This is an optimization exercise on Yosys and OpenROAD, whose aim is a short achievable clock period and few clock cycles, not a production implementation. Function was checked by simulation only, so behaviour that the tests miss may differ from the original. Power and IR drop assume default switching activity.

**flow/design.v**
```verilog
module pgrf (
    input  wire        clk,
    input  wire        rst,
    input  wire        req_valid,
    output wire        req_ready,
    input  wire [31:0] req_cmd,
    input  wire [63:0] req_data,
    output wire        rsp_valid,
    input  wire        rsp_ready,
    output wire [1:0]  rsp_status,
    output wire [63:0] rsp_data
);
    localparam [7:0] OPC_CLR   = 8'h01;
    localparam [7:0] OPC_GET   = 8'h02;
    localparam [7:0] OPC_SET   = 8'h03;
    localparam [7:0] OPC_GRAV  = 8'h04;
    localparam [7:0] OPC_GPASS = 8'h05;
    localparam [7:0] OPC_XPOSE = 8'h06;
    localparam [7:0] OPC_RDLO  = 8'h07;
    localparam [7:0] OPC_RDHI  = 8'h08;
    localparam [1:0] ST_OK      = 2'd0;
    localparam [1:0] ST_ERR_ARG = 2'd1;
    localparam [1:0] ST_ERR_OPC = 2'd2;
    localparam [1:0] ST_ERR_RSV = 2'd3;
    function [12:0] col_therm;
        input [7:0] o;
        begin
            case (o)
            8'd0: col_therm = 13'h0000;
            8'd1: col_therm = 13'h0000;
            8'd2: col_therm = 13'h0001;
            8'd3: col_therm = 13'h0000;
            8'd4: col_therm = 13'h0003;
            8'd5: col_therm = 13'h0001;
            8'd6: col_therm = 13'h0001;
            8'd7: col_therm = 13'h0000;
            8'd8: col_therm = 13'h0007;
            8'd9: col_therm = 13'h0003;
            8'd10: col_therm = 13'h0003;
            8'd11: col_therm = 13'h0001;
            8'd12: col_therm = 13'h0007;
            8'd13: col_therm = 13'h0001;
            8'd14: col_therm = 13'h0001;
            8'd15: col_therm = 13'h0000;
            8'd16: col_therm = 13'h000f;
            8'd17: col_therm = 13'h0007;
            8'd18: col_therm = 13'h0007;
            8'd19: col_therm = 13'h0003;
            8'd20: col_therm = 13'h000f;
            8'd21: col_therm = 13'h0003;
            8'd22: col_therm = 13'h0003;
            8'd23: col_therm = 13'h0001;
            8'd24: col_therm = 13'h001f;
            8'd25: col_therm = 13'h0007;
            8'd26: col_therm = 13'h0007;
            8'd27: col_therm = 13'h0001;
            8'd28: col_therm = 13'h000f;
            8'd29: col_therm = 13'h0001;
            8'd30: col_therm = 13'h0001;
            8'd31: col_therm = 13'h0000;
            8'd32: col_therm = 13'h001f;
            8'd33: col_therm = 13'h000f;
            8'd34: col_therm = 13'h000f;
            8'd35: col_therm = 13'h0007;
            8'd36: col_therm = 13'h001f;
            8'd37: col_therm = 13'h0007;
            8'd38: col_therm = 13'h0007;
            8'd39: col_therm = 13'h0003;
            8'd40: col_therm = 13'h003f;
            8'd41: col_therm = 13'h000f;
            8'd42: col_therm = 13'h000f;
            8'd43: col_therm = 13'h0003;
            8'd44: col_therm = 13'h001f;
            8'd45: col_therm = 13'h0003;
            8'd46: col_therm = 13'h0003;
            8'd47: col_therm = 13'h0001;
            8'd48: col_therm = 13'h007f;
            8'd49: col_therm = 13'h001f;
            8'd50: col_therm = 13'h001f;
            8'd51: col_therm = 13'h0007;
            8'd52: col_therm = 13'h003f;
            8'd53: col_therm = 13'h0007;
            8'd54: col_therm = 13'h0007;
            8'd55: col_therm = 13'h0001;
            8'd56: col_therm = 13'h007f;
            8'd57: col_therm = 13'h000f;
            8'd58: col_therm = 13'h000f;
            8'd59: col_therm = 13'h0001;
            8'd60: col_therm = 13'h001f;
            8'd61: col_therm = 13'h0001;
            8'd62: col_therm = 13'h0001;
            8'd63: col_therm = 13'h0000;
            8'd64: col_therm = 13'h003f;
            8'd65: col_therm = 13'h001f;
            8'd66: col_therm = 13'h001f;
            8'd67: col_therm = 13'h000f;
            8'd68: col_therm = 13'h003f;
            8'd69: col_therm = 13'h000f;
            8'd70: col_therm = 13'h000f;
            8'd71: col_therm = 13'h0007;
            8'd72: col_therm = 13'h007f;
            8'd73: col_therm = 13'h001f;
            8'd74: col_therm = 13'h001f;
            8'd75: col_therm = 13'h0007;
            8'd76: col_therm = 13'h003f;
            8'd77: col_therm = 13'h0007;
            8'd78: col_therm = 13'h0007;
            8'd79: col_therm = 13'h0003;
            8'd80: col_therm = 13'h00ff;
            8'd81: col_therm = 13'h003f;
            8'd82: col_therm = 13'h003f;
            8'd83: col_therm = 13'h000f;
            8'd84: col_therm = 13'h007f;
            8'd85: col_therm = 13'h000f;
            8'd86: col_therm = 13'h000f;
            8'd87: col_therm = 13'h0003;
            8'd88: col_therm = 13'h00ff;
            8'd89: col_therm = 13'h001f;
            8'd90: col_therm = 13'h001f;
            8'd91: col_therm = 13'h0003;
            8'd92: col_therm = 13'h003f;
            8'd93: col_therm = 13'h0003;
            8'd94: col_therm = 13'h0003;
            8'd95: col_therm = 13'h0001;
            8'd96: col_therm = 13'h01ff;
            8'd97: col_therm = 13'h007f;
            8'd98: col_therm = 13'h007f;
            8'd99: col_therm = 13'h001f;
            8'd100: col_therm = 13'h00ff;
            8'd101: col_therm = 13'h001f;
            8'd102: col_therm = 13'h001f;
            8'd103: col_therm = 13'h0007;
            8'd104: col_therm = 13'h01ff;
            8'd105: col_therm = 13'h003f;
            8'd106: col_therm = 13'h003f;
            8'd107: col_therm = 13'h0007;
            8'd108: col_therm = 13'h007f;
            8'd109: col_therm = 13'h0007;
            8'd110: col_therm = 13'h0007;
            8'd111: col_therm = 13'h0001;
            8'd112: col_therm = 13'h03ff;
            8'd113: col_therm = 13'h007f;
            8'd114: col_therm = 13'h007f;
            8'd115: col_therm = 13'h000f;
            8'd116: col_therm = 13'h00ff;
            8'd117: col_therm = 13'h000f;
            8'd118: col_therm = 13'h000f;
            8'd119: col_therm = 13'h0001;
            8'd120: col_therm = 13'h01ff;
            8'd121: col_therm = 13'h001f;
            8'd122: col_therm = 13'h001f;
            8'd123: col_therm = 13'h0001;
            8'd124: col_therm = 13'h003f;
            8'd125: col_therm = 13'h0001;
            8'd126: col_therm = 13'h0001;
            8'd127: col_therm = 13'h0000;
            8'd128: col_therm = 13'h007f;
            8'd129: col_therm = 13'h003f;
            8'd130: col_therm = 13'h003f;
            8'd131: col_therm = 13'h001f;
            8'd132: col_therm = 13'h007f;
            8'd133: col_therm = 13'h001f;
            8'd134: col_therm = 13'h001f;
            8'd135: col_therm = 13'h000f;
            8'd136: col_therm = 13'h00ff;
            8'd137: col_therm = 13'h003f;
            8'd138: col_therm = 13'h003f;
            8'd139: col_therm = 13'h000f;
            8'd140: col_therm = 13'h007f;
            8'd141: col_therm = 13'h000f;
            8'd142: col_therm = 13'h000f;
            8'd143: col_therm = 13'h0007;
            8'd144: col_therm = 13'h01ff;
            8'd145: col_therm = 13'h007f;
            8'd146: col_therm = 13'h007f;
            8'd147: col_therm = 13'h001f;
            8'd148: col_therm = 13'h00ff;
            8'd149: col_therm = 13'h001f;
            8'd150: col_therm = 13'h001f;
            8'd151: col_therm = 13'h0007;
            8'd152: col_therm = 13'h01ff;
            8'd153: col_therm = 13'h003f;
            8'd154: col_therm = 13'h003f;
            8'd155: col_therm = 13'h0007;
            8'd156: col_therm = 13'h007f;
            8'd157: col_therm = 13'h0007;
            8'd158: col_therm = 13'h0007;
            8'd159: col_therm = 13'h0003;
            8'd160: col_therm = 13'h03ff;
            8'd161: col_therm = 13'h00ff;
            8'd162: col_therm = 13'h00ff;
            8'd163: col_therm = 13'h003f;
            8'd164: col_therm = 13'h01ff;
            8'd165: col_therm = 13'h003f;
            8'd166: col_therm = 13'h003f;
            8'd167: col_therm = 13'h000f;
            8'd168: col_therm = 13'h03ff;
            8'd169: col_therm = 13'h007f;
            8'd170: col_therm = 13'h007f;
            8'd171: col_therm = 13'h000f;
            8'd172: col_therm = 13'h00ff;
            8'd173: col_therm = 13'h000f;
            8'd174: col_therm = 13'h000f;
            8'd175: col_therm = 13'h0003;
            8'd176: col_therm = 13'h07ff;
            8'd177: col_therm = 13'h00ff;
            8'd178: col_therm = 13'h00ff;
            8'd179: col_therm = 13'h001f;
            8'd180: col_therm = 13'h01ff;
            8'd181: col_therm = 13'h001f;
            8'd182: col_therm = 13'h001f;
            8'd183: col_therm = 13'h0003;
            8'd184: col_therm = 13'h03ff;
            8'd185: col_therm = 13'h003f;
            8'd186: col_therm = 13'h003f;
            8'd187: col_therm = 13'h0003;
            8'd188: col_therm = 13'h007f;
            8'd189: col_therm = 13'h0003;
            8'd190: col_therm = 13'h0003;
            8'd191: col_therm = 13'h0001;
            8'd192: col_therm = 13'h07ff;
            8'd193: col_therm = 13'h01ff;
            8'd194: col_therm = 13'h01ff;
            8'd195: col_therm = 13'h007f;
            8'd196: col_therm = 13'h03ff;
            8'd197: col_therm = 13'h007f;
            8'd198: col_therm = 13'h007f;
            8'd199: col_therm = 13'h001f;
            8'd200: col_therm = 13'h07ff;
            8'd201: col_therm = 13'h00ff;
            8'd202: col_therm = 13'h00ff;
            8'd203: col_therm = 13'h001f;
            8'd204: col_therm = 13'h01ff;
            8'd205: col_therm = 13'h001f;
            8'd206: col_therm = 13'h001f;
            8'd207: col_therm = 13'h0007;
            8'd208: col_therm = 13'h0fff;
            8'd209: col_therm = 13'h01ff;
            8'd210: col_therm = 13'h01ff;
            8'd211: col_therm = 13'h003f;
            8'd212: col_therm = 13'h03ff;
            8'd213: col_therm = 13'h003f;
            8'd214: col_therm = 13'h003f;
            8'd215: col_therm = 13'h0007;
            8'd216: col_therm = 13'h07ff;
            8'd217: col_therm = 13'h007f;
            8'd218: col_therm = 13'h007f;
            8'd219: col_therm = 13'h0007;
            8'd220: col_therm = 13'h00ff;
            8'd221: col_therm = 13'h0007;
            8'd222: col_therm = 13'h0007;
            8'd223: col_therm = 13'h0001;
            8'd224: col_therm = 13'h1fff;
            8'd225: col_therm = 13'h03ff;
            8'd226: col_therm = 13'h03ff;
            8'd227: col_therm = 13'h007f;
            8'd228: col_therm = 13'h07ff;
            8'd229: col_therm = 13'h007f;
            8'd230: col_therm = 13'h007f;
            8'd231: col_therm = 13'h000f;
            8'd232: col_therm = 13'h0fff;
            8'd233: col_therm = 13'h00ff;
            8'd234: col_therm = 13'h00ff;
            8'd235: col_therm = 13'h000f;
            8'd236: col_therm = 13'h01ff;
            8'd237: col_therm = 13'h000f;
            8'd238: col_therm = 13'h000f;
            8'd239: col_therm = 13'h0001;
            8'd240: col_therm = 13'h1fff;
            8'd241: col_therm = 13'h01ff;
            8'd242: col_therm = 13'h01ff;
            8'd243: col_therm = 13'h001f;
            8'd244: col_therm = 13'h03ff;
            8'd245: col_therm = 13'h001f;
            8'd246: col_therm = 13'h001f;
            8'd247: col_therm = 13'h0001;
            8'd248: col_therm = 13'h07ff;
            8'd249: col_therm = 13'h003f;
            8'd250: col_therm = 13'h003f;
            8'd251: col_therm = 13'h0001;
            8'd252: col_therm = 13'h007f;
            8'd253: col_therm = 13'h0001;
            8'd254: col_therm = 13'h0001;
            8'd255: col_therm = 13'h0000;
            default: col_therm = 13'h0000;
            endcase
        end
    endfunction
    function [7:0] col_src;
        input [7:0] o;
        begin
            case (o)
            8'd0: col_src = 8'h00;
            8'd1: col_src = 8'h00;
            8'd2: col_src = 8'h02;
            8'd3: col_src = 8'h00;
            8'd4: col_src = 8'h04;
            8'd5: col_src = 8'h04;
            8'd6: col_src = 8'h06;
            8'd7: col_src = 8'h00;
            8'd8: col_src = 8'h08;
            8'd9: col_src = 8'h08;
            8'd10: col_src = 8'h0a;
            8'd11: col_src = 8'h08;
            8'd12: col_src = 8'h04;
            8'd13: col_src = 8'h0c;
            8'd14: col_src = 8'h0e;
            8'd15: col_src = 8'h00;
            8'd16: col_src = 8'h10;
            8'd17: col_src = 8'h10;
            8'd18: col_src = 8'h12;
            8'd19: col_src = 8'h10;
            8'd20: col_src = 8'h04;
            8'd21: col_src = 8'h14;
            8'd22: col_src = 8'h16;
            8'd23: col_src = 8'h10;
            8'd24: col_src = 8'h08;
            8'd25: col_src = 8'h08;
            8'd26: col_src = 8'h0a;
            8'd27: col_src = 8'h18;
            8'd28: col_src = 8'h04;
            8'd29: col_src = 8'h1c;
            8'd30: col_src = 8'h1e;
            8'd31: col_src = 8'h00;
            8'd32: col_src = 8'h20;
            8'd33: col_src = 8'h20;
            8'd34: col_src = 8'h22;
            8'd35: col_src = 8'h20;
            8'd36: col_src = 8'h04;
            8'd37: col_src = 8'h24;
            8'd38: col_src = 8'h26;
            8'd39: col_src = 8'h20;
            8'd40: col_src = 8'h08;
            8'd41: col_src = 8'h08;
            8'd42: col_src = 8'h0a;
            8'd43: col_src = 8'h28;
            8'd44: col_src = 8'h04;
            8'd45: col_src = 8'h2c;
            8'd46: col_src = 8'h2e;
            8'd47: col_src = 8'h20;
            8'd48: col_src = 8'h10;
            8'd49: col_src = 8'h10;
            8'd50: col_src = 8'h12;
            8'd51: col_src = 8'h10;
            8'd52: col_src = 8'h04;
            8'd53: col_src = 8'h14;
            8'd54: col_src = 8'h16;
            8'd55: col_src = 8'h30;
            8'd56: col_src = 8'h08;
            8'd57: col_src = 8'h08;
            8'd58: col_src = 8'h0a;
            8'd59: col_src = 8'h38;
            8'd60: col_src = 8'h04;
            8'd61: col_src = 8'h3c;
            8'd62: col_src = 8'h3e;
            8'd63: col_src = 8'h00;
            8'd64: col_src = 8'h40;
            8'd65: col_src = 8'h40;
            8'd66: col_src = 8'h42;
            8'd67: col_src = 8'h40;
            8'd68: col_src = 8'h04;
            8'd69: col_src = 8'h44;
            8'd70: col_src = 8'h46;
            8'd71: col_src = 8'h40;
            8'd72: col_src = 8'h08;
            8'd73: col_src = 8'h08;
            8'd74: col_src = 8'h0a;
            8'd75: col_src = 8'h48;
            8'd76: col_src = 8'h04;
            8'd77: col_src = 8'h4c;
            8'd78: col_src = 8'h4e;
            8'd79: col_src = 8'h40;
            8'd80: col_src = 8'h10;
            8'd81: col_src = 8'h10;
            8'd82: col_src = 8'h12;
            8'd83: col_src = 8'h10;
            8'd84: col_src = 8'h04;
            8'd85: col_src = 8'h14;
            8'd86: col_src = 8'h16;
            8'd87: col_src = 8'h50;
            8'd88: col_src = 8'h08;
            8'd89: col_src = 8'h08;
            8'd90: col_src = 8'h0a;
            8'd91: col_src = 8'h58;
            8'd92: col_src = 8'h04;
            8'd93: col_src = 8'h5c;
            8'd94: col_src = 8'h5e;
            8'd95: col_src = 8'h40;
            8'd96: col_src = 8'h20;
            8'd97: col_src = 8'h20;
            8'd98: col_src = 8'h22;
            8'd99: col_src = 8'h20;
            8'd100: col_src = 8'h04;
            8'd101: col_src = 8'h24;
            8'd102: col_src = 8'h26;
            8'd103: col_src = 8'h20;
            8'd104: col_src = 8'h08;
            8'd105: col_src = 8'h08;
            8'd106: col_src = 8'h0a;
            8'd107: col_src = 8'h28;
            8'd108: col_src = 8'h04;
            8'd109: col_src = 8'h2c;
            8'd110: col_src = 8'h2e;
            8'd111: col_src = 8'h60;
            8'd112: col_src = 8'h10;
            8'd113: col_src = 8'h10;
            8'd114: col_src = 8'h12;
            8'd115: col_src = 8'h10;
            8'd116: col_src = 8'h04;
            8'd117: col_src = 8'h14;
            8'd118: col_src = 8'h16;
            8'd119: col_src = 8'h70;
            8'd120: col_src = 8'h08;
            8'd121: col_src = 8'h08;
            8'd122: col_src = 8'h0a;
            8'd123: col_src = 8'h78;
            8'd124: col_src = 8'h04;
            8'd125: col_src = 8'h7c;
            8'd126: col_src = 8'h7e;
            8'd127: col_src = 8'h00;
            8'd128: col_src = 8'h80;
            8'd129: col_src = 8'h80;
            8'd130: col_src = 8'h82;
            8'd131: col_src = 8'h80;
            8'd132: col_src = 8'h04;
            8'd133: col_src = 8'h84;
            8'd134: col_src = 8'h86;
            8'd135: col_src = 8'h80;
            8'd136: col_src = 8'h08;
            8'd137: col_src = 8'h08;
            8'd138: col_src = 8'h0a;
            8'd139: col_src = 8'h88;
            8'd140: col_src = 8'h04;
            8'd141: col_src = 8'h8c;
            8'd142: col_src = 8'h8e;
            8'd143: col_src = 8'h80;
            8'd144: col_src = 8'h10;
            8'd145: col_src = 8'h10;
            8'd146: col_src = 8'h12;
            8'd147: col_src = 8'h10;
            8'd148: col_src = 8'h04;
            8'd149: col_src = 8'h14;
            8'd150: col_src = 8'h16;
            8'd151: col_src = 8'h90;
            8'd152: col_src = 8'h08;
            8'd153: col_src = 8'h08;
            8'd154: col_src = 8'h0a;
            8'd155: col_src = 8'h98;
            8'd156: col_src = 8'h04;
            8'd157: col_src = 8'h9c;
            8'd158: col_src = 8'h9e;
            8'd159: col_src = 8'h80;
            8'd160: col_src = 8'h20;
            8'd161: col_src = 8'h20;
            8'd162: col_src = 8'h22;
            8'd163: col_src = 8'h20;
            8'd164: col_src = 8'h04;
            8'd165: col_src = 8'h24;
            8'd166: col_src = 8'h26;
            8'd167: col_src = 8'h20;
            8'd168: col_src = 8'h08;
            8'd169: col_src = 8'h08;
            8'd170: col_src = 8'h0a;
            8'd171: col_src = 8'h28;
            8'd172: col_src = 8'h04;
            8'd173: col_src = 8'h2c;
            8'd174: col_src = 8'h2e;
            8'd175: col_src = 8'ha0;
            8'd176: col_src = 8'h10;
            8'd177: col_src = 8'h10;
            8'd178: col_src = 8'h12;
            8'd179: col_src = 8'h10;
            8'd180: col_src = 8'h04;
            8'd181: col_src = 8'h14;
            8'd182: col_src = 8'h16;
            8'd183: col_src = 8'hb0;
            8'd184: col_src = 8'h08;
            8'd185: col_src = 8'h08;
            8'd186: col_src = 8'h0a;
            8'd187: col_src = 8'hb8;
            8'd188: col_src = 8'h04;
            8'd189: col_src = 8'hbc;
            8'd190: col_src = 8'hbe;
            8'd191: col_src = 8'h80;
            8'd192: col_src = 8'h40;
            8'd193: col_src = 8'h40;
            8'd194: col_src = 8'h42;
            8'd195: col_src = 8'h40;
            8'd196: col_src = 8'h04;
            8'd197: col_src = 8'h44;
            8'd198: col_src = 8'h46;
            8'd199: col_src = 8'h40;
            8'd200: col_src = 8'h08;
            8'd201: col_src = 8'h08;
            8'd202: col_src = 8'h0a;
            8'd203: col_src = 8'h48;
            8'd204: col_src = 8'h04;
            8'd205: col_src = 8'h4c;
            8'd206: col_src = 8'h4e;
            8'd207: col_src = 8'h40;
            8'd208: col_src = 8'h10;
            8'd209: col_src = 8'h10;
            8'd210: col_src = 8'h12;
            8'd211: col_src = 8'h10;
            8'd212: col_src = 8'h04;
            8'd213: col_src = 8'h14;
            8'd214: col_src = 8'h16;
            8'd215: col_src = 8'h50;
            8'd216: col_src = 8'h08;
            8'd217: col_src = 8'h08;
            8'd218: col_src = 8'h0a;
            8'd219: col_src = 8'h58;
            8'd220: col_src = 8'h04;
            8'd221: col_src = 8'h5c;
            8'd222: col_src = 8'h5e;
            8'd223: col_src = 8'hc0;
            8'd224: col_src = 8'h20;
            8'd225: col_src = 8'h20;
            8'd226: col_src = 8'h22;
            8'd227: col_src = 8'h20;
            8'd228: col_src = 8'h04;
            8'd229: col_src = 8'h24;
            8'd230: col_src = 8'h26;
            8'd231: col_src = 8'h20;
            8'd232: col_src = 8'h08;
            8'd233: col_src = 8'h08;
            8'd234: col_src = 8'h0a;
            8'd235: col_src = 8'h28;
            8'd236: col_src = 8'h04;
            8'd237: col_src = 8'h2c;
            8'd238: col_src = 8'h2e;
            8'd239: col_src = 8'he0;
            8'd240: col_src = 8'h10;
            8'd241: col_src = 8'h10;
            8'd242: col_src = 8'h12;
            8'd243: col_src = 8'h10;
            8'd244: col_src = 8'h04;
            8'd245: col_src = 8'h14;
            8'd246: col_src = 8'h16;
            8'd247: col_src = 8'hf0;
            8'd248: col_src = 8'h08;
            8'd249: col_src = 8'h08;
            8'd250: col_src = 8'h0a;
            8'd251: col_src = 8'hf8;
            8'd252: col_src = 8'h04;
            8'd253: col_src = 8'hfc;
            8'd254: col_src = 8'hfe;
            8'd255: col_src = 8'h00;
            default: col_src = 8'h00;
            endcase
        end
    endfunction
    function [1:0] dec_status;
        input [31:0] cmd;
        reg [7:0] opc, row, col, val;
        reg rsv_bad, arg_bad;
        begin
            opc = cmd[7:0]; row = cmd[15:8]; col = cmd[23:16]; val = cmd[31:24];
            rsv_bad = (opc == OPC_GET) ? (val != 8'd0)
                    : (opc == OPC_SET) ? 1'b0
                    : (cmd[31:8] != 24'd0);
            arg_bad = (opc == OPC_GET) ? (row >= 8'd8 || col >= 8'd8)
                    : (opc == OPC_SET) ? (row >= 8'd8 || col >= 8'd8 || val >= 8'd4)
                    : 1'b0;
            dec_status = (opc < OPC_CLR || opc > OPC_RDHI) ? ST_ERR_OPC
                       : rsv_bad ? ST_ERR_RSV
                       : arg_bad ? ST_ERR_ARG
                       : ST_OK;
        end
    endfunction
    reg ph_idle, ph_busy, ph_resp;
    reg acc_q;                   
    reg rst_q;                   
    assign req_ready = ph_idle;
    assign rsp_valid = ph_resp;
    reg        in_v;
    reg [31:0] in_cmd;
    reg [63:0] in_data;
    reg [31:0] pf_cmd;
    reg [63:0] pf_data;
    reg [63:0] lo, hi;
    reg [1:0]  rsp_status_q;
    reg [63:0] rsp_data_q;
    assign rsp_status = rsp_status_q;
    assign rsp_data   = rsp_data_q;
    reg s1_v, s2_v;
    wire empty   = !s1_v && !s2_v;
    wire match   = (pf_cmd == in_cmd) && (pf_data == in_data);
    wire restart = acc_q && !empty && !match;
    wire start   = !rst_q && in_v &&
                   ((!ph_busy && empty) || (acc_q && (empty || !match)));
    wire commit  = ph_busy && s2_v && !restart;
    always @(posedge clk) begin
        in_v    <= req_valid;
        in_cmd  <= req_cmd;
        in_data <= req_data;
        rst_q   <= rst;
        acc_q   <= req_valid && ph_idle && !rst;
        if (rst) begin
            ph_idle <= 1'b1;
            ph_busy <= 1'b0;
            ph_resp <= 1'b0;
        end else begin
            if (ph_idle && req_valid) begin
                ph_idle <= 1'b0;
                ph_busy <= 1'b1;
            end
            if (ph_busy && commit) begin
                ph_busy <= 1'b0;
                ph_resp <= 1'b1;
            end
            if (ph_resp && rsp_ready) begin
                ph_resp <= 1'b0;
                ph_idle <= 1'b1;
            end
        end
    end
    wire [1:0] st1  = dec_status(in_cmd);
    wire [7:0] opc1 = in_cmd[7:0];
    wire       ok1  = (st1 == ST_OK);
    wire [5:0] idx1 = {in_cmd[10:8], in_cmd[18:16]};
    wire [1:0] val1 = in_cmd[25:24];
    wire [63:0] occ = lo | hi;
    reg [63:0] g_lo, g_hi;       
    reg [63:0] p_lo, p_hi;       
    reg [12:0] therm;            
    reg [23:0] pmoves;           
    reg [7:0]  co, cs, clo, chi;
    reg [12:0] ct;
    reg [3:0]  k;
    integer    c, r, s;
    always @(*) begin
        g_lo = 64'd0; g_hi = 64'd0;
        p_lo = 64'd0; p_hi = 64'd0;
        therm = 13'd0;
        pmoves = 24'd0;
        for (c = 0; c < 8; c = c + 1) begin
            for (r = 0; r < 8; r = r + 1) begin
                co[r]  = occ[r*8 + c];
                clo[r] = lo[r*8 + c];
                chi[r] = hi[r*8 + c];
            end
            ct = col_therm(co);
            therm = therm | ct;
            cs = col_src(co);
            pmoves[c*3 +: 3] = cs[1] + cs[2] + cs[3] + cs[4] + cs[5] + cs[6] + cs[7];
            for (r = 0; r < 8; r = r + 1) begin
                if (r < 7 && cs[(r < 7) ? r + 1 : 7]) begin
                    p_lo[r*8 + c] = clo[(r < 7) ? r + 1 : 7];
                    p_hi[r*8 + c] = chi[(r < 7) ? r + 1 : 7];
                end else if (!cs[r]) begin
                    p_lo[r*8 + c] = clo[r];
                    p_hi[r*8 + c] = chi[r];
                end
            end
            k = 4'd0;
            for (s = 0; s < 8; s = s + 1) begin
                for (r = 0; r < 8; r = r + 1)
                    if (co[s] && k == r) begin
                        g_lo[r*8 + c] = clo[s];
                        g_hi[r*8 + c] = chi[s];
                    end
                k = k + co[s];
            end
        end
    end
    reg [63:0] n_lo, n_hi;
    always @(*) begin
        n_lo = lo;
        n_hi = hi;
        if (ok1) begin
            case (opc1)
            OPC_CLR: begin
                n_lo = 64'd0;
                n_hi = 64'd0;
            end
            OPC_SET: begin
                n_lo[idx1] = val1[0];
                n_hi[idx1] = val1[1];
            end
            OPC_GRAV: begin
                n_lo = g_lo;
                n_hi = g_hi;
            end
            OPC_GPASS: begin
                n_lo = p_lo;
                n_hi = p_hi;
            end
            default: ;
            endcase
        end
    end
    reg [63:0] s1_lo, s1_hi;
    reg [12:0] s1_therm;
    reg [23:0] s1_moves;
    reg [1:0]  s1_status;
    always @(posedge clk) begin
        s1_v <= start;
        if (start) begin
            pf_cmd    <= in_cmd;
            pf_data   <= in_data;
            s1_lo     <= n_lo;
            s1_hi     <= n_hi;
            s1_therm  <= therm;
            s1_moves  <= pmoves;
            s1_status <= st1;
        end
    end
    function [63:0] xpose;
        input [63:0] d;
        integer i, j;
        begin
            for (i = 0; i < 8; i = i + 1)
                for (j = 0; j < 8; j = j + 1)
                    xpose[i*8 + j] = d[j*8 + i];
        end
    endfunction
    wire [7:0] opc2 = pf_cmd[7:0];
    wire [5:0] idx2 = {pf_cmd[10:8], pf_cmd[18:16]};
    wire [3:0] npass = s1_therm[12] ? 4'd13 : s1_therm[11] ? 4'd12 :
                       s1_therm[10] ? 4'd11 : s1_therm[9]  ? 4'd10 :
                       s1_therm[8]  ? 4'd9  : s1_therm[7]  ? 4'd8  :
                       s1_therm[6]  ? 4'd7  : s1_therm[5]  ? 4'd6  :
                       s1_therm[4]  ? 4'd5  : s1_therm[3]  ? 4'd4  :
                       s1_therm[2]  ? 4'd3  : s1_therm[1]  ? 4'd2  :
                       s1_therm[0]  ? 4'd1  : 4'd0;
    wire [5:0] nmoves = s1_moves[2:0]   + s1_moves[5:3]   + s1_moves[8:6]   +
                        s1_moves[11:9]  + s1_moves[14:12] + s1_moves[17:15] +
                        s1_moves[20:18] + s1_moves[23:21];
    reg [63:0] d2;
    always @(*) begin
        d2 = 64'd0;
        if (s1_status == ST_OK) begin
            case (opc2)
            OPC_GET:   d2 = {62'd0, hi[idx2], lo[idx2]};
            OPC_GRAV:  d2 = {60'd0, npass};
            OPC_GPASS: d2 = {58'd0, nmoves};
            OPC_XPOSE: d2 = xpose(pf_data);
            OPC_RDLO:  d2 = lo;
            OPC_RDHI:  d2 = hi;
            default: ;
            endcase
        end
    end
    reg [63:0] s2_data;
    reg [1:0]  s2_status;
    always @(posedge clk) begin
        s2_v <= !rst_q && !commit && !restart && (s1_v || s2_v);
        if (s1_v) begin
            s2_data   <= d2;
            s2_status <= s1_status;
        end
    end
    always @(posedge clk) begin
        if (rst_q) begin
            lo <= 64'd0;
            hi <= 64'd0;
        end else if (commit) begin
            lo <= s1_lo;
            hi <= s1_hi;
        end
        if (commit) begin
            rsp_status_q <= s2_status;
            rsp_data_q   <= s2_data;
        end
    end
endmodule
```
**flow/config.mk**
```make
export PLATFORM = sky130hd
export DESIGN_NAME = pgrf
export DESIGN_NICKNAME = pgrf
export VERILOG_FILES = /design/flow/design.v
export SDC_FILE = /design/flow/constraint.sdc
export NUM_CORES = 4
export LEC_CHECK = 0
export CAP_MARGIN = 20
export CORE_MARGIN = 2
export CORE_UTILIZATION = 40
export PLACE_DENSITY = 0.6
export SLEW_MARGIN = 20
```
**flow/run.sh**
```bash
#!/bin/bash
# synth_recipe.tcl (not shown) runs the flow's synth.tcl, then flattens the netlist and writes it again
# the make line also repeats each setting of config.mk as NAME=value (left out here)
make -C /OpenROAD-flow-scripts/flow DESIGN_CONFIG=/design/flow/config.mk WORK_HOME=/design/flow/orfs CLKGATE_MAP_FILE= SYNTH_SCRIPT=/design/flow/synth_recipe.tcl finish
```
**flow/constraint.sdc**
```tcl
create_clock -name core_clock -period 20.0 [get_ports {clk}]
set_input_delay 4.0000 -clock core_clock [delete_from_list [all_inputs] [get_ports {clk}]]
set_output_delay 4.0000 -clock core_clock [all_outputs]
set_load 0.01 [all_outputs]
```
==> impl_metrics.yaml, run 1 <==
run_status:
  outcome: "complete, but fails checks"
  violatedChecks: "antenna violations"
global_routing:
  grt_pass1_wl_um: 348000
  antenna_found_initial: 33
  grt_pass1_vias: 47000
  grt_max_degree: 69
  track_usage: 0.368
  grt_overflow: 0
cells_and_area:
  final_cell_area_sq_mm: 0.0566
  num-fill-cells: 12200
  syn_to_final_growth_pct: 12.0
  fin_nets: 6140
  drive_gt1_frac: 0.101
  regArea_sq_mm: 0.0165
  multiInputGateArea_sq_mm: 0.0314
  final_cell_mix: "nor2_1, nand2_1, edfxtp_1"
  instances_no_fill: 7593
  final_common_cell: "nor2_1"
critical_path:
  path_max_fanout: 21
  reg2reg_slack_ns: 13.71
  critPathCaptureType: "flip-flop"
  ff2ff_path_depth: 16
  cp.arrival_ns: 6.71
  crit_start: "lo[23]"
  crit_type: "flip-flop to flip-flop"
  start_kind: "flip-flop"
  r2r_end: "s1_lo[63]"
  required_ns: 20.42
  rr_startpoint: "lo[23]"
  endpoint: "s1_lo[63]"
clocking:
  cts_hold_buffers: 0
  cts-root-buf: "clkbuf_16"
  cts_setup_buffers: 0
  clk_latency_ns: 0.69
  clock_path_buffers: 3
  cts_buffers: 73
  clock_sinks: 627
  h-tree-depth: 3
  clkTransAtPathRegs_ns: 0.06
  tritoncts: "done"
  ctsResizeCount: 0
synthesis:
  async_reset_ff_frac: 0
  ys.flop_type: "edfxtp_1"
  synth_edf_count: 395
  synth_nets: 6179
  synth_top_area_frac: 0.235
  netlist_area_sq_mm: 0.0505
  synth_top_area_cell: "edfxtp_1"
  ys_ff_latch: 627
  yosys.cell_types.count: 109
  yosys-top-cells-area: "edfxtp_1, dfxtp_1, mux2i_1"
  yosysSeqAreaShare: 0.327
  avgSynthCellArea_sq_um: 8.57
  synth_warnings: 1
  synthCells: 5894
routing:
  vias: 51800
  dr.pass1.iters: 10
  remaining_drc_errors: 0
  routedWlPerCell_um: 32.6
  vias_per_cell: 6.83
  drtAntennaViolNets: 2
  drt_iter0_drc: 8163
  routed_wl_um: 247000
timing:
  setup_viol: 0
  setup_tns_ns: 0
  holdWs_ns: 0.417
  slew_headroom: 0.176
  hold_viol: 0
  finalMaxSlewViolations: 0
  min_period_over_period: 0.314
  layout_min_cycle_time_ns: 6.29
  setup_ws_ns: 13.71
  worst_pin_slew_ns: 1.23
  fmax_mhz: 159
  rsz0062_at_grt: "false"
  fin_skew_ns: 0.0468
floorplan:
  die_x_um: 359
  core_area_sq_mm: 0.125
  die_h_um: 359
  rows: 130
  dieArea_sq_mm: 0.129
  ioPinCount: 168
  start_util: 0.403
power_and_ir_drop:
  power_density_mw_per_mm2: 58.7
  switching_share: 0.277
  power.switching_mw: 0.921
  ir_worst_vdd_mv: 0.0575
  p_leak_nw: 21.2
  pwr-share-comb: 0.129
  clkPwrFrac: 0.429
  power_frac_seq: 0.441
  p_int_mw: 2.40
placement:
  dp.cells: 7429
  dp_hpwl_um: 182000
  io_buffers: 167
  dpl_cell_area_sq_mm: 0.0539
  gp_congestion: 1.11
  post-place-ws_ns: 13.86
hold_path:
  whs_path_depth: 0
  hp-class: "flip-flop to flip-flop"
job:
  max_cap_violations: 0
-- how the worst min path moves through the flow --
stage,from,end,slack [ns]
6_report,s2_data[30],rsp_data_q[30],0.42
2_1_floorplan,s2_data[0],rsp_data_q[0],0.40
4_1_cts,s2_data[30],rsp_data_q[30],0.42
3_3_place_gp,s2_data[27],rsp_data_q[27],0.40
3_5_place_dp,s2_data[11],rsp_data_q[11],0.40
5_1_grt,s2_data[17],rsp_data_q[17],0.43
-- synthesized netlist by cell type (101+ instances only) --
cell,count
inv_1,195
nand3_1,189
edfxtp_1,395
a21oi_1,281
a31oi_1,105
o21ai_0,325
nand2_1,517
xnor2_1,101
o22ai_1,113
dfxtp_1,232
nor2_1,652
nor3_1,195
clkbuf_1,370
mux2i_1,387
mux2_2,115
ha_1,120
-- flip-flops by register name, summed over array words and instances, names as in the netlist, 64 cells and up --
signal / cells
lo: 64
s1_hi: 64
pf_data: 64
hi: 64
s2_data: 64
rsp_data_q: 64
in_data: 64
s1_lo: 64
-- layout make-up --
| type | instances | share of cell area |
|---|---|---|
| clock inverter | 36 | 0.00805 |
| timing repair buffer | 375 | 0.0573 |
| clock buffer | 99 | 0.0366 |
| multi-input combinational | 4567 | 0.554 |
| inverter | 211 | 0.0140 |
| antenna | 28 | 0.00124 |
| sequential | 627 | 0.292 |
| tap | 1650 | 0.0365 |
-- stage by stage --
stage	util	total power [mW]
6_report	0.451	3.32
5_1_grt	0.451	3.41
4_1_cts	0.450	3.32
3_5_place_dp	0.430	1.90
3_3_place_gp	0.430	1.90
2_1_floorplan	-	1.72
-- routing by layer --
layer	vias up	wire length (um)	global-route usage
met2	3550	102000	0.530
met3	772	28700	0.0980
met5	-	356	0.0133
met4	20	18200	0.230
li1	22100	-	-
met1	25300	97400	0.485
-- power groups by stage --
stage | Combinational, mW | Sequential (mW) | Clock (mW)
CTS | 0.413 | 1.47 | 1.44
floorplan | 0.241 | 1.48 | 0
global route | 0.448 | 1.47 | 1.49
finish | 0.430 | 1.47 | 1.43
global placement | 0.409 | 1.49 | 0
detailed placement | 0.411 | 1.49 | 0
-- worst max-delay path, cell delays in order, from the launching register on --
cell      delay, ns
dfxtp_1        0.68
or2_2          0.51
inv_1          0.36
fa_1           0.69
inv_1          0.10
ha_1           0.23
fa_1           0.71
ha_1           0.37
ha_1           0.43
ha_1           0.30
or2_2          0.30
o21ai_0        0.15
a221oi_1       0.10
o21bai_1       0.30
nor3b_1        0.40
nor3_1         0.09
a221o_1        0.28
-- cell families (layout without fill, tap and decap cells) --
group,after synthesis,after routing,share of synthesized area
flops,627,627,0.327
xor+xnor,166,166,0.0331
other cells,0,28,0
compound gates,1562,1562,0.208
mux,541,541,0.120
fa+ha+maj,185,185,0.0555
buf+inv,700,721,0.0552
simple gates,2113,2113,0.201
Testbench counts, summed over its fixed seeds: cycles 17,422.
==> inputs of run 2 (changes only) <==
--- a/flow/design.v
+++ b/flow/design.v
@@ -628,5 +628,6 @@
     reg [7:0]  co, cs, clo, chi;
     reg [12:0] ct;
-    reg [3:0]  k;
+    reg [63:0] cg;
+    reg [7:0]  cnt;
     integer    c, r, s;
     always @(*) begin
@@ -654,12 +655,14 @@
                 end
             end
-            k = 4'd0;
+            cnt = 8'd1;
             for (s = 0; s < 8; s = s + 1) begin
                 for (r = 0; r < 8; r = r + 1)
-                    if (co[s] && k == r) begin
-                        g_lo[r*8 + c] = clo[s];
-                        g_hi[r*8 + c] = chi[s];
-                    end
-                k = k + co[s];
+                    cg[r*8 + s] = co[s] && cnt[r];
+                if (co[s])
+                    cnt = {cnt[6:0], 1'b0};
+            end
+            for (r = 0; r < 8; r = r + 1) begin
+                g_lo[r*8 + c] = |(cg[r*8 +: 8] & clo);
+                g_hi[r*8 + c] = |(cg[r*8 +: 8] & chi);
             end
         end
--- a/flow/config.mk
+++ b/flow/config.mk
@@ -8,5 +8,5 @@
 export CAP_MARGIN = 20
 export CORE_MARGIN = 2
-export CORE_UTILIZATION = 40
-export PLACE_DENSITY = 0.6
+export CORE_UTILIZATION = 30
+export PLACE_DENSITY = 0.5
 export SLEW_MARGIN = 20
==> impl_metrics.yaml, run 2 <==
critical_path:
  critPathCaptureType: "output pin"
  start_kind: "flip-flop"
  rr_startpoint: "hi[6]"
  cp.depth: 1
  ff2ff_path_depth: 14
  path_max_fanout: 4
  cpPeakStageDelay_ns: 0.56
  required_ns: 16.00
  cp.arrival_ns: 1.63
  crit_type: "flip-flop to output pin"
  slowest_stage: "clkdlybuf4s50_1"
  crit_family: "buffers and inverters"
  path_buf_inv: 1
  path_cells: "clkdlybuf4s50_1"
  reg2reg_slack_ns: 14.79
  endpoint: "req_ready"
  crit_start: "ph_idle"
  r2r_end: "s1_moves[19]"
cells_and_area:
  multiInputGateArea_sq_mm: 0.0258
  drive_gt1_frac: 0.101
  num-fill-cells: 15400
  final_common_cell: "nand2_1"
  regArea_sq_mm: 0.0165
  fin_nets: 5456
  fin_util: 0.348
  syn_to_final_growth_pct: 14.8
  final_cell_mix: "nand2_1, nor2_1, o21ai_0"
timing:
  rsz0062_at_grt: "false"
  layout_min_cycle_time_ns: 5.63
  holdWs_ns: 0.412
  fmax_mhz: 178
  hold_viol: 0
  finalMaxSlewViolations: 0
  min_period_over_period: 0.281
  setup_tns_ns: 0
  slew_headroom: 0.150
  setup_viol: 0
  worst_pin_slew_ns: 1.24
  fin_skew_ns: 0.0538
  setup_ws_ns: 14.37
routing:
  remaining_drc_errors: 0
  vias: 47500
  routedWlPerCell_um: 35.3
  drtAntennaViolNets: 0
  vias_per_cell: 6.52
  dr.pass1.iters: 9
  routed_wl_um: 257000
  drt_iter0_drc: 8699
synthesis:
  yosys.cell_types.count: 102
  synth_warnings: 1
  synth_most_common_cell: "nand2_1"
  yosys-top-cells-count: "nand2_1, nor2_1, clkbuf_1"
  ys.flop_type: "edfxtp_1"
  async_reset_ff_frac: 0
  synthXorXnorAreaFrac: 0.0244
  synth_top_area_frac: 0.265
  synthAdderAreaFrac: 0.0336
  avgSynthCellArea_sq_um: 8.44
  synth_top_area_cell: "edfxtp_1"
  ys_ff_latch: 627
  synth_edf_count: 395
  synthCells: 5313
  yosys-top-cells-area: "edfxtp_1, dfxtp_1, nand2_1"
  synth_compound_area_frac: 0.274
  synth-simple-area-share: 0.170
  synth_nets: 5504
  netlist_area_sq_mm: 0.0448
  synth_mux_area_frac: 0.0697
  yosysSeqAreaShare: 0.368
  synth_top_family_by_area: "compound AO/OA/AOI/OAI gates"
power_and_ir_drop:
  power.switching_mw: 0.993
  power_density_mw_per_mm2: 66.2
  p_leak_nw: 18.5
  pwr-share-comb: 0.132
  switching_share: 0.292
  p_int_mw: 2.41
  ir_worst_vdd_mv: 0.0557
  power_frac_seq: 0.430
  clkPwrFrac: 0.437
floorplan:
  ioPinCount: 168
  die_h_um: 391
  start_util: 0.303
  die_x_um: 391
  rows: 141
  dieArea_sq_mm: 0.153
  core_area_sq_mm: 0.148
clocking:
  clkTransAtPathRegs_ns: 0.06
  cts_buffers: 79
  clock_path_buffers: 3
  clk_latency_ns: 0.74
  tritoncts: "done"
  cts_setup_buffers: 0
  cts-root-buf: "clkbuf_16"
  cts_hold_buffers: 0
  h-tree-depth: 3
  clock_sinks: 627
  ctsResizeCount: 0
placement:
  gp_congestion: 1.06
  post-place-ws_ns: 14.97
  dp_hpwl_um: 189000
  io_buffers: 167
global_routing:
  antenna_found_initial: 49
  track_usage: 0.325
  grt_max_degree: 104
  grt_pass1_wl_um: 352000
  grt_pass1_vias: 43100
  grt_overflow: 0
hold_path:
  hp-class: "flip-flop to flip-flop"
run_status:
  outcome: "finished clean"
job:
  max_cap_violations: 0
-- run 2: cell types whose count changed in the layout (fill, tap and decap cells not counted), sizes merged, moves of 59 or more --
| cell | before | now |
|---|---|---|
| nor2 | 664 | 550 |
| o21ai | 365 | 424 |
| mux2 | 115 | 29 |
| a21oi | 282 | 389 |
| ha | 120 | 42 |
| mux2i | 387 | 198 |
| nor3 | 196 | 92 |
-- run 2: kinds of logic (layout without fill, tap and decap cells) --
group	count (synthesis)	count (layout)
adders and majority gates	91	91
buffers and inverters	692	709
and+or+nand+nor	1683	1683
DFF	627	627
muxes	263	263
other	0	23
AOI/OAI and AO/OA	1832	1832
xor gates and xnor gates	125	125
-- run 2: how the worst min path moves through the flow --
stage,startpoint,endpoint,slack [ns],depth (start not counted)
2_1_floorplan,s2_data[0],rsp_data_q[0],0.40,0
3_3_place_gp,s2_data[52],rsp_data_q[52],0.41,0
3_5_place_dp,s2_data[15],rsp_data_q[15],0.41,0
4_1_cts,s2_data[26],rsp_data_q[26],0.42,0
5_1_grt,s2_data[26],rsp_data_q[26],0.43,0
6_report,s2_data[26],rsp_data_q[26],0.41,0
-- run 2: power by group through the flow --
| stage | clock network (mW) | logic [mW] | registers (mW) |
|---|---|---|---|
| 2_1_floorplan | 0 | 0.236 | 1.48 |
| 3_3_place_gp | 0 | 0.433 | 1.49 |
| 3_5_place_dp | 0 | 0.430 | 1.49 |
| 4_1_cts | 1.52 | 0.432 | 1.47 |
| 5_1_grt | 1.56 | 0.467 | 1.47 |
| 6_report | 1.49 | 0.451 | 1.47 |
-- run 2: layout make-up --
| type | instances | area share |
|---|---|---|
| Clock buffer | 109 | 0.0442 |
| Antenna cell | 23 | 0.00112 |
| Sequential cell | 627 | 0.321 |
| Clock inverter | 37 | 0.00790 |
| Tap cell | 1930 | 0.0469 |
| Multi-Input combinational cell | 3994 | 0.501 |
| Inverter | 172 | 0.0126 |
| Timing Repair Buffer | 391 | 0.0656 |
-- run 2: worst register-to-register path: cells and delay by family (launching register included) --
kind	cells	cell delay, ns
AOI/OAI and AO/OA	4	1.25
and+or+nand+nor	2	0.99
buffers and inverters	4	0.60
DFF	1	0.59
adders and majority gates	4	1.56
-- run 2: stage by stage --
step	total power, mW	instances	cell area [sq um]
after floorplan	1.72	5313	44800
after global placement	1.93	7113	48700
after detailed placement	1.92	7113	48700
after CTS	3.41	7259	51400
after global routing	3.50	7260	51400
final	3.40	7283	51500
-- run 2: routing by layer --
metal / global-route usage / vias to the layer above / part of all wire
li1: - / 19900 / -
met1: 0.448 / 23600 / 0.41
met2: 0.466 / 3391 / 0.42
met3: 0.0822 / 582 / 0.11
met4: 0.165 / 44 / 0.056
met5: 0 / - / 0.0014
Testbench counts of run 2, summed over its fixed seeds: cycles 17,422.
==> inputs of run 3 (changes only) <==
==> flow/flow/run.sh (new file) <==
#!/bin/bash
# The standard layout, with timing repair aiming well below the clock
# period (setup margin), so the resizer shortens every path it can.
# make's full output goes to flow_make.log; ORFS keeps each step's tool
# log under orfs/logs/.
set -euo pipefail
bash standard.sh SETUP_SLACK_MARGIN=15.5 finish > flow_make.log 2>&1
==> flow/standard.sh (new file) <==
#!/bin/bash
# synth_recipe.tcl (not shown) runs the flow's synth.tcl, then flattens the netlist and writes it again
# the make line also repeats each setting of config.mk as NAME=value (left out here)
make -C /OpenROAD-flow-scripts/flow DESIGN_CONFIG=/design/flow/config.mk WORK_HOME=/design/flow/orfs CLKGATE_MAP_FILE= SYNTH_SCRIPT=/design/flow/synth_recipe.tcl "${@:-finish}"
--- a/flow/config.mk
+++ b/flow/config.mk
@@ -8,5 +8,5 @@
 export CAP_MARGIN = 20
 export CORE_MARGIN = 2
-export CORE_UTILIZATION = 30
-export PLACE_DENSITY = 0.5
+export CORE_UTILIZATION = 25
+export PLACE_DENSITY = 0.45
 export SLEW_MARGIN = 20
removed: flow/run.sh
==> impl_metrics.yaml, run 3 <==
run_status:
  outcome: "finished clean"
timing:
  setup_tns_ns: 0
  setup_ws_ns: 14.69
  slew_headroom: 0.134
  min_period_over_period: 0.266
  rsz0062_at_grt: "true"
  layout_min_cycle_time_ns: 5.31
  fin_skew_ns: 0.0733
  setup_viol: 0
  finalMaxSlewViolations: 0
  worst_pin_slew_ns: 1.28
  holdWs_ns: 0.404
  fmax_mhz: 188
  hold_viol: 0
critical_path:
  critPathCaptureType: "output pin"
  cp.arrival_ns: 1.31
  path_max_fanout: 1
  reg2reg_slack_ns: 15.48
  path_buf_inv: 1
  rr_startpoint: "s1_moves[7]"
  start_kind: "flip-flop"
  cpPeakStageDelay_ns: 0.44
  ff2ff_path_depth: 9
  crit_type: "flip-flop to output pin"
  path_cells: "buf_6"
  required_ns: 16.00
  slowest_stage: "edfxtp_1"
  r2r_end: "s2_data[1]"
  crit_family: "flip-flops"
synthesis:
  synth_top_area_cell: "edfxtp_1"
  yosys.cell_types.count: 102
  yosys-top-cells-area: "edfxtp_1, dfxtp_1, nand2_1"
  synth_warnings: 1
  synth_compound_area_frac: 0.274
  synth_mux_area_frac: 0.0697
  synth_nets: 5504
  synth_top_area_frac: 0.265
  synth_most_common_cell: "nand2_1"
  netlist_area_sq_mm: 0.0448
  avgSynthCellArea_sq_um: 8.44
  synth_top_family_by_area: "compound AO/OA/AOI/OAI gates"
  ys.flop_type: "edfxtp_1"
  synth_edf_count: 395
  synthXorXnorAreaFrac: 0.0244
  async_reset_ff_frac: 0
  synthCells: 5313
  yosys-top-cells-count: "nand2_1, nor2_1, clkbuf_1"
  synthAdderAreaFrac: 0.0336
  yosysSeqAreaShare: 0.368
  synth-simple-area-share: 0.170
  ys_ff_latch: 627
placement:
  gp_congestion: 1.06
  io_buffers: 167
  dp_hpwl_um: 194000
  post-place-ws_ns: 14.31
hold_path:
  hp-class: "flip-flop to flip-flop"
  whs_path_depth: 0
  hold_end: "rsp_data_q[12]"
  min_from: "s2_data[12]"
power_and_ir_drop:
  p_int_mw: 2.47
  total_power_mw: 3.48
  pwr-share-comb: 0.137
  power_density_mw_per_mm2: 66.3
  power_frac_seq: 0.420
  p_leak_nw: 18.8
  ir_worst_vdd_mv: 0.0666
  clkPwrFrac: 0.443
  power.switching_mw: 1.01
  switching_share: 0.291
clocking:
  tritoncts: "done"
  clock_path_buffers: 3
  h-tree-depth: 3
  clkTransAtPathRegs_ns: 0.06
  cts_buffers: 79
  cts_hold_buffers: 0
  clk_latency_ns: 0.76
  clock_sinks: 627
  cts-root-buf: "clkbuf_16"
floorplan:
  core_area_sq_mm: 0.178
  dieArea_sq_mm: 0.183
  die_x_um: 427
  start_util: 0.252
  die_h_um: 427
  rows: 155
  ioPinCount: 168
global_routing:
  grt_max_degree: 72
  antenna_found_initial: 48
  grt_pass1_wl_um: 361000
  grt_pass1_vias: 43800
  track_usage: 0.278
  grt_overflow: 0
routing:
  routed_wl_um: 264000
  dr.pass1.iters: 9
  drtAntennaViolNets: 0
  drt_iter0_drc: 7973
  vias_per_cell: 6.18
  routedWlPerCell_um: 34.1
  vias: 47900
  remaining_drc_errors: 0
cells_and_area:
  drive_gt1_frac: 0.136
  fin_nets: 5496
  fin_util: 0.295
  final_cell_mix: "nand2_1, nor2_1, edfxtp_1"
  final_common_cell: "nand2_1"
  syn_to_final_growth_pct: 17.2
job:
  max_cap_violations: 0
## run 3: metrics by stage
stage | cell area, sq um | std cells
floorplan | 44800 | 5313
global placement | 49400 | 7559
detailed placement | 49400 | 7560
CTS | 52200 | 7714
global route | 52500 | 7728
finish | 52500 | 7752
## run 3: metal layers
metal / up-vias / track usage / routed length [um]
li1: 20000 / - / -
met1: 23900 / 0.375 / 107000
met2: 3375 / 0.415 / 113000
met3: 630 / 0.0699 / 29400
met4: 20 / 0.129 / 15000
met5: - / 0 / 157
## run 3: what timing repair did
| action | in CTS | in global routing |
|---|---|---|
| pin swaps | 4 | 14 |
| gates resized for setup | 348 | 55 |
| endpoints found under the hold margin | 0 | 0 |
| endpoints found under the setup margin | 307 | 206 |
| buffers inserted | 5 | 12 |
| gates cloned | 1 | 1 |
## run 3: how the worst max path moves through the flow
stage          depth (start not counted)           end           start  slack [ns]
6_report                               1  rsp_data[58]  rsp_data_q[58]       14.69
5_1_grt                                1  rsp_data[37]  rsp_data_q[37]       14.65
4_1_cts                                1  rsp_data[37]  rsp_data_q[37]       14.64
3_5_place_dp                          11     s1_lo[12]      pf_cmd[16]       14.31
3_3_place_gp                          11     s1_hi[56]      pf_cmd[16]       14.30
2_1_floorplan                          0   rsp_data[0]   rsp_data_q[0]       15.61
## run 3: logic make-up after synthesis
kind of cell / Yosys count
xor gates and xnor gates: 125
buffers and inverters: 692
AOI/OAI and AO/OA: 1832
adders and majority gates: 91
muxes: 263
DFF: 627
and+or+nand+nor: 1683
## run 3: power groups by stage
stage	clock, mW	combinational [mW]	sequential [mW]
after floorplan	0	0.236	1.48
after global placement	0	0.445	1.49
after detailed placement	0	0.443	1.49
after CTS	1.57	0.452	1.46
after global routing	1.62	0.492	1.47
final	1.54	0.478	1.46
## run 3: final cells by class
| cell class | count | area, sq um |
|---|---|---|
| inverter | 172 | 651 |
| sequential | 627 | 16500 |
| fill | 19000 | 126000 |
| antenna | 25 | 62.6 |
| clock buffer | 112 | 2320 |
| multi-input combinational | 3996 | 26100 |
| clock inverter | 36 | 487 |
| tap | 2355 | 2950 |
| timing repair buffer | 429 | 3410 |
==> inputs of run 4 (changes only) <==
--- a/flow/design.v
+++ b/flow/design.v
@@ -580,15 +580,15 @@
     reg [63:0] pf_data;
     reg [63:0] lo, hi;
-    reg [1:0]  rsp_status_q;
-    reg [63:0] rsp_data_q;
+    reg [1:0]  rsp_status_q, rsp_status_h;
+    reg [63:0] rsp_data_q, rsp_data_h;
     assign rsp_status = rsp_status_q;
     assign rsp_data   = rsp_data_q;
-    reg s1_v, s2_v;
-    wire empty   = !s1_v && !s2_v;
+    reg s1_v, rdy;
+    wire empty   = !s1_v && !rdy;
     wire match   = (pf_cmd == in_cmd) && (pf_data == in_data);
     wire restart = acc_q && !empty && !match;
     wire start   = !rst_q && in_v &&
                    ((!ph_busy && empty) || (acc_q && (empty || !match)));
-    wire commit  = ph_busy && s2_v && !restart;
+    wire commit  = ph_busy && (s1_v || rdy) && !restart;
     always @(posedge clk) begin
         in_v    <= req_valid;
@@ -746,13 +746,6 @@
         end
     end
-    reg [63:0] s2_data;
-    reg [1:0]  s2_status;
-    always @(posedge clk) begin
-        s2_v <= !rst_q && !commit && !restart && (s1_v || s2_v);
-        if (s1_v) begin
-            s2_data   <= d2;
-            s2_status <= s1_status;
-        end
-    end
+    always @(posedge clk)
+        rdy <= !rst_q && !commit && !restart && (s1_v || rdy);
     always @(posedge clk) begin
         if (rst_q) begin
@@ -764,6 +757,13 @@
         end
         if (commit) begin
-            rsp_status_q <= s2_status;
-            rsp_data_q   <= s2_data;
+            rsp_status_h <= s1_status;
+            rsp_data_h   <= d2;
+        end
+        if (commit || !ph_resp) begin
+            rsp_status_q <= s1_status;
+            rsp_data_q   <= d2;
+        end else begin
+            rsp_status_q <= rsp_status_h;
+            rsp_data_q   <= rsp_data_h;
         end
     end
--- a/flow/flow/run.sh
+++ b/flow/flow/run.sh
@@ -5,3 +5,3 @@
 # log under orfs/logs/.
 set -euo pipefail
-bash standard.sh SETUP_SLACK_MARGIN=15.5 finish > flow_make.log 2>&1
+bash standard.sh SETUP_SLACK_MARGIN=16 finish > flow_make.log 2>&1
==> impl_metrics.yaml, run 4 <==
run_status:
  outcome: "finished clean"
synthesis:
  yosys-top-cells-area: "edfxtp_1, dfxtp_1, o21ai_0"
  synthCells: 5394
  avgSynthCellArea_sq_um: 8.32
  netlist_area_sq_mm: 0.0449
  synth_most_common_cell: "nor2_1"
  ys_ff_latch: 627
  synth_top_area_cell: "edfxtp_1"
  ys.flop_type: "edfxtp_1"
  synth_edf_count: 329
  synth_top_area_frac: 0.220
  synth_warnings: 1
  synth_nets: 5585
  yosys.cell_types.count: 91
  yosys-top-cells-count: "nor2_1, nand2_1, clkbuf_1"
  yosysSeqAreaShare: 0.353
  async_reset_ff_frac: 0
routing:
  routed_wl_um: 273000
  drt_iter0_drc: 8200
  drtAntennaViolNets: 0
  dr.pass1.iters: 10
  remaining_drc_errors: 0
  vias: 48700
  routedWlPerCell_um: 34.7
  vias_per_cell: 6.19
critical_path:
  cpPeakStageDelay_ns: 0.33
  crit_type: "flip-flop to output pin"
  path_max_fanout: 2
  required_ns: 16.00
  path_buf_inv: 1
  ff2ff_path_depth: 11
  start_kind: "flip-flop"
  path_cells: "buf_6"
  rr_startpoint: "s1_moves[8]"
  slowest_stage: "dfxtp_2"
  critPathCaptureType: "output pin"
  crit_family: "flip-flops"
  cp.arrival_ns: 1.15
  r2r_end: "rsp_data_q[3]"
  reg2reg_slack_ns: 15.56
placement:
  dp_hpwl_um: 201000
  dpl_cell_area_sq_mm: 0.0495
  gp_congestion: 1.06
  post-place-ws_ns: 14.73
  io_buffers: 167
global_routing:
  grt_overflow: 0
  antenna_found_initial: 36
  track_usage: 0.287
  grt_pass1_vias: 44100
  grt_pass1_wl_um: 373000
  grt_max_degree: 61
clocking:
  tritoncts: "done"
  cts_buffers: 80
  cts-root-buf: "clkbuf_16"
  h-tree-depth: 3
  clk_latency_ns: 0.74
  clkTransAtPathRegs_ns: 0.06
  clock_path_buffers: 3
  cts_hold_buffers: 0
  clock_sinks: 627
cells_and_area:
  num-fill-cells: 19000
  syn_to_final_growth_pct: 20.8
  fin_nets: 5620
  drive_gt1_frac: 0.189
  final_cell_area_sq_mm: 0.0542
  final_common_cell: "nor2_1"
  final_cell_mix: "nor2_1, nand2_1, o21ai_0"
  fin_util: 0.304
timing:
  layout_min_cycle_time_ns: 5.15
  hold_viol: 0
  finalMaxSlewViolations: 0
  setup_tns_ns: 0
  setup_viol: 0
  min_period_over_period: 0.258
  slew_headroom: 0.0693
  setup_ws_ns: 14.85
  worst_pin_slew_ns: 1.40
  fin_skew_ns: 0.0508
  fmax_mhz: 194
  rsz0062_at_grt: "true"
floorplan:
  ioPinCount: 168
  die_h_um: 428
  rows: 155
  start_util: 0.252
  die_x_um: 428
  core_area_sq_mm: 0.178
  dieArea_sq_mm: 0.183
power_and_ir_drop:
  p_leak_nw: 19.4
  power_density_mw_per_mm2: 70.2
  ir_worst_vdd_mv: 0.0630
hold_path:
  whs_path_depth: 0
  hp-class: "flip-flop to flip-flop"
  hold_end: "pf_data[37]"
  min_from: "in_data[37]"
job:
  max_cap_violations: 0
-- run 4: cell types whose count changed after synthesis, moves of 57 or more --
cell	delta
edfxtp_1	-66
mux2_2	+61
nand2_1	-81
dfxtp_1	+66
clkbuf_1	+57
a21oi_1	-74
-- run 4: cells by family (layout without fill, tap and decap cells) --
logic type	count (synthesis)	after routing	share of synthesized area
muxes	326	326	0.0831
and+or+nand+nor	1724	1728	0.176
DFF	627	627	0.353
xor gates and xnor gates	127	127	0.0248
AOI/OAI and AO/OA	1782	1782	0.268
adders and majority gates	91	91	0.0336
other	0	15	0
buffers and inverters	717	816	0.0617
-- run 4: per-layer routing --
layer  global-route usage  share of wire
met1                0.394           0.42
met2                0.414           0.42
met3               0.0781           0.11
met4                0.137          0.054
met5                    0        0.00070
-- run 4: stage by stage --
stage,hold WS [ns],power [mW],cells
final,0.443,3.81,7867
after global routing,0.450,3.92,7855
after CTS,0.445,3.79,7812
after detailed placement,0.436,2.21,7614
after global placement,0.434,2.21,7612
after floorplan,0.407,1.89,5394
-- run 4: area by class of cell --
class,count,area [sq um],share of cell area
Multi-Input combinational cell,4054,27400,0.505
Sequential cell,627,16000,0.295
Timing Repair Buffer,490,4370,0.0805
Tap cell,2355,2950,0.0543
Clock buffer,122,2380,0.0440
Inverter,175,673,0.0124
Clock inverter,28,404,0.00745
Antenna cell,15,37.5,0.000692
Timing Repair inverter,1,5.00,0.0000923
-- run 4: power breakdown --
part | total [mW] | switching [mW] | leakage [nW] | internal [mW]
logic | 0.805 | 0.550 | 12.5 | 0.256
clock network | 1.54 | 0.639 | 1.36 | 0.899
registers | 1.46 | 0.0470 | 5.54 | 1.42
-- run 4: worst max path at each step --
stage                     depth (start not counted)     endpoint  slack [ns]  startpoint
after floorplan                                   8    pf_cmd[0]       14.65   pf_cmd[9]
after global placement                           11    s1_hi[49]       14.84  in_cmd[16]
after detailed placement                         12  s1_moves[1]       14.73       lo[8]
after CTS                                         1    req_ready       14.78     ph_idle
after global routing                              1    req_ready       14.80     ph_idle
final                                             1    req_ready       14.85     ph_idle
-- run 4: what timing repair did --
action,in CTS,in global routing
gates cloned,6,0
gates resized for setup,554,102
setup buffers,42,39
pin swaps,24,37
endpoints found under the setup margin,572,435
Testbench counts of run 4, summed over its fixed seeds: cycles 17,414.
==> inputs of run 5 (changes only) <==
--- a/flow/config.mk
+++ b/flow/config.mk
@@ -6,7 +6,7 @@
 export NUM_CORES = 4
 export LEC_CHECK = 0
-export CAP_MARGIN = 20
+export CAP_MARGIN = 35
 export CORE_MARGIN = 2
 export CORE_UTILIZATION = 25
 export PLACE_DENSITY = 0.45
-export SLEW_MARGIN = 20
+export SLEW_MARGIN = 30
==> impl_metrics.yaml, run 5 <==
timing:
  layout_min_cycle_time_ns: 5.16
  worst_pin_slew_ns: 1.06
  hold_viol: 0
  setup_viol: 0
  setup_tns_ns: 0
  finalMaxSlewViolations: 0
  setup_ws_ns: 14.84
  rsz0062_at_grt: "true"
  min_period_over_period: 0.258
  fin_skew_ns: 0.0650
  slew_headroom: 0.287
  fmax_mhz: 194
  holdWs_ns: 0.444
global_routing:
  grt_overflow: 0
  track_usage: 0.287
  antenna_found_initial: 40
  grt_pass1_vias: 44300
  grtUsageMet2: 0.406
  busiest_layer: "met2"
  use_met3: 0.0798
  grt_max_degree: 61
  grt_pass1_wl_um: 373000
  grt_use_met1: 0.394
synthesis:
  async_reset_ff_frac: 0
  synth_warnings: 1
  ys.flop_type: "edfxtp_1"
  yosys-top-cells-area: "edfxtp_1, dfxtp_1, o21ai_0"
  netlist_area_sq_mm: 0.0449
  yosysSeqAreaShare: 0.353
  synth_top_area_frac: 0.220
  synth_nets: 5585
  synth_edf_count: 329
  synth_most_common_cell: "nor2_1"
  ys_ff_latch: 627
  avgSynthCellArea_sq_um: 8.32
  yosys-top-cells-count: "nor2_1, nand2_1, clkbuf_1"
  yosys.cell_types.count: 91
  synthCells: 5394
  synth_top_area_cell: "edfxtp_1"
run_status:
  outcome: "finished clean"
routing:
  vias_per_cell: 6.17
  routedWlPerCell_um: 34.7
  drt_iter0_drc: 7808
  vias: 48600
  drtAntennaViolNets: 0
  remaining_drc_errors: 0
  routed_wl_um: 274000
  dr.pass1.iters: 10
critical_path:
  path_max_fanout: 1
  critPathCaptureType: "output pin"
  crit_family: "flip-flops"
  path_cells: "buf_6"
  start_kind: "flip-flop"
  crit_type: "flip-flop to output pin"
  required_ns: 16.00
  path_buf_inv: 1
  cp.arrival_ns: 1.16
  slowest_stage: "dfxtp_2"
  cpPeakStageDelay_ns: 0.32
clocking:
  clkTransAtPathRegs_ns: 0.06
  tritoncts: "done"
  h-tree-depth: 3
  cts-root-buf: "clkbuf_16"
  cts_hold_buffers: 0
  clock_path_buffers: 3
  clock_sinks: 627
  clk_latency_ns: 0.76
  cts_buffers: 79
floorplan:
  start_util: 0.252
  rows: 155
  core_area_sq_mm: 0.178
  die_x_um: 428
  dieArea_sq_mm: 0.183
  ioPinCount: 168
  die_h_um: 428
job:
  max_cap_violations: 0
cells_and_area:
  final_cell_mix: "nor2_1, nand2_1, o21ai_0"
  fin_util: 0.304
  fin_nets: 5626
  syn_to_final_growth_pct: 21.0
  instances_no_fill: 7877
  final_common_cell: "nor2_1"
  drive_gt1_frac: 0.191
power_and_ir_drop:
  p_leak_nw: 19.5
  ir_worst_vdd_mv: 0.0665
  power_density_mw_per_mm2: 70.5
hold_path:
  hp-class: "flip-flop to flip-flop"
placement:
  gp_congestion: 1.06
  dp_hpwl_um: 202000
  post-place-ws_ns: 14.70
  dp.cells: 7622
  io_buffers: 167
run 5: cell counts after synthesis:
Identical to the previous run, type by type.
run 5: cell families after synthesis:
| family | count (synthesis) | share of synthesized area |
|---|---|---|
| AOI/OAI and AO/OA | 1782 | 0.268 |
| xor gates and xnor gates | 127 | 0.0248 |
| adders and majority gates | 91 | 0.0336 |
| buffers and inverters | 717 | 0.0617 |
| DFF | 627 | 0.353 |
| muxes | 326 | 0.0831 |
| and+or+nand+nor | 1724 | 0.176 |
run 5: final timing paths:
check | startpoint | end | slack (ns) | cells after the start
setup / recovery | rsp_data_q[40] | rsp_data[40] | 14.84 | 1
hold / removal | in_data[37] | pf_data[37] | 0.44 | 0
setup reg to reg | s1_moves[11] | rsp_data_q[3] | 15.60 | 13
hold reg to reg | in_data[37] | pf_data[37] | 0.44 | 0
run 5: what timing repair did:
item	4_1_cts	5_1_grt
pin swaps	37	30
endpoints found under the setup margin	570	377
buffers inserted	36	36
gates cloned	5	0
gates resized for setup	553	99
run 5: metrics by stage:
step | power [mW] | instance area, sq um
6_report | 3.83 | 54300
5_1_grt | 3.93 | 54300
4_1_cts | 3.81 | 53500
3_5_place_dp | 2.21 | 49600
3_3_place_gp | 2.21 | 49500
2_1_floorplan | 1.89 | 45100
run 5: power by group:
part / internal, mW / switching (mW)
Clock: 0.913 / 0.646
Combinational: 0.255 / 0.551
Sequential: 1.42 / 0.0470
run 5: layout make-up:
cell class                      instances  area, sq um
Timing Repair inverter                  1         5.00
Clock inverter                         37          504
Multi-Input combinational cell       4053        27400
Tap cell                             2355         2950
Clock buffer                          111         2280
Sequential cell                       627        16000
Timing Repair Buffer                  498         4430
Inverter                              175          673
Antenna cell                           20         50.0
Fill cell                           19000       124000
run 5: layer usage:
metal | up-vias | share of wire
met3 | 643 | 0.11
met5 | - | 0.0012
met2 | 3210 | 0.41
li1 | 20400 | -
met4 | 26 | 0.060
met1 | 24300 | 0.42

-- separate check: timing with driven ports --
How much do the figures lean on ideal ports? The routed layouts below were timed once more, with nothing changed but the port constraints.
Step 1 assumes that a clkbuf_16 drives the clock port and a buf_2 every other input.
Step 2 adds t to the input delays and takes it off the output delays; t is the mean of the earliest and latest rising clock arrival at the registers after step 1. Input paths then give back, and output paths get back, about the clock's delay inside the block.
Three values: no drivers, after step 1, after step 2; two values: the first two.
run | t (ns) | slack for setup (ns) | hold slack, ns | slew at the worst register clock pin (ns)
run 1 | 0.744 | 13.711 / 13.711 / 13.711 | 0.417 / 0.417 / 0.417 | 0.07 / 0.07
run 2 | 0.800 | 14.374 / 14.289 / 14.794 | 0.412 / 0.412 / 0.412 | 0.06 / 0.06
run 3 | 0.809 | 14.687 / 14.601 / 15.097 | 0.404 / 0.404 / 0.404 | 0.07 / 0.07
run 4 | 0.805 | 14.848 / 14.760 / 15.246 | 0.443 / 0.443 / 0.443 | 0.07 / 0.07
run 5 | 0.810 | 14.841 / 14.757 / 15.232 | 0.444 / 0.444 / 0.444 | 0.07 / 0.07
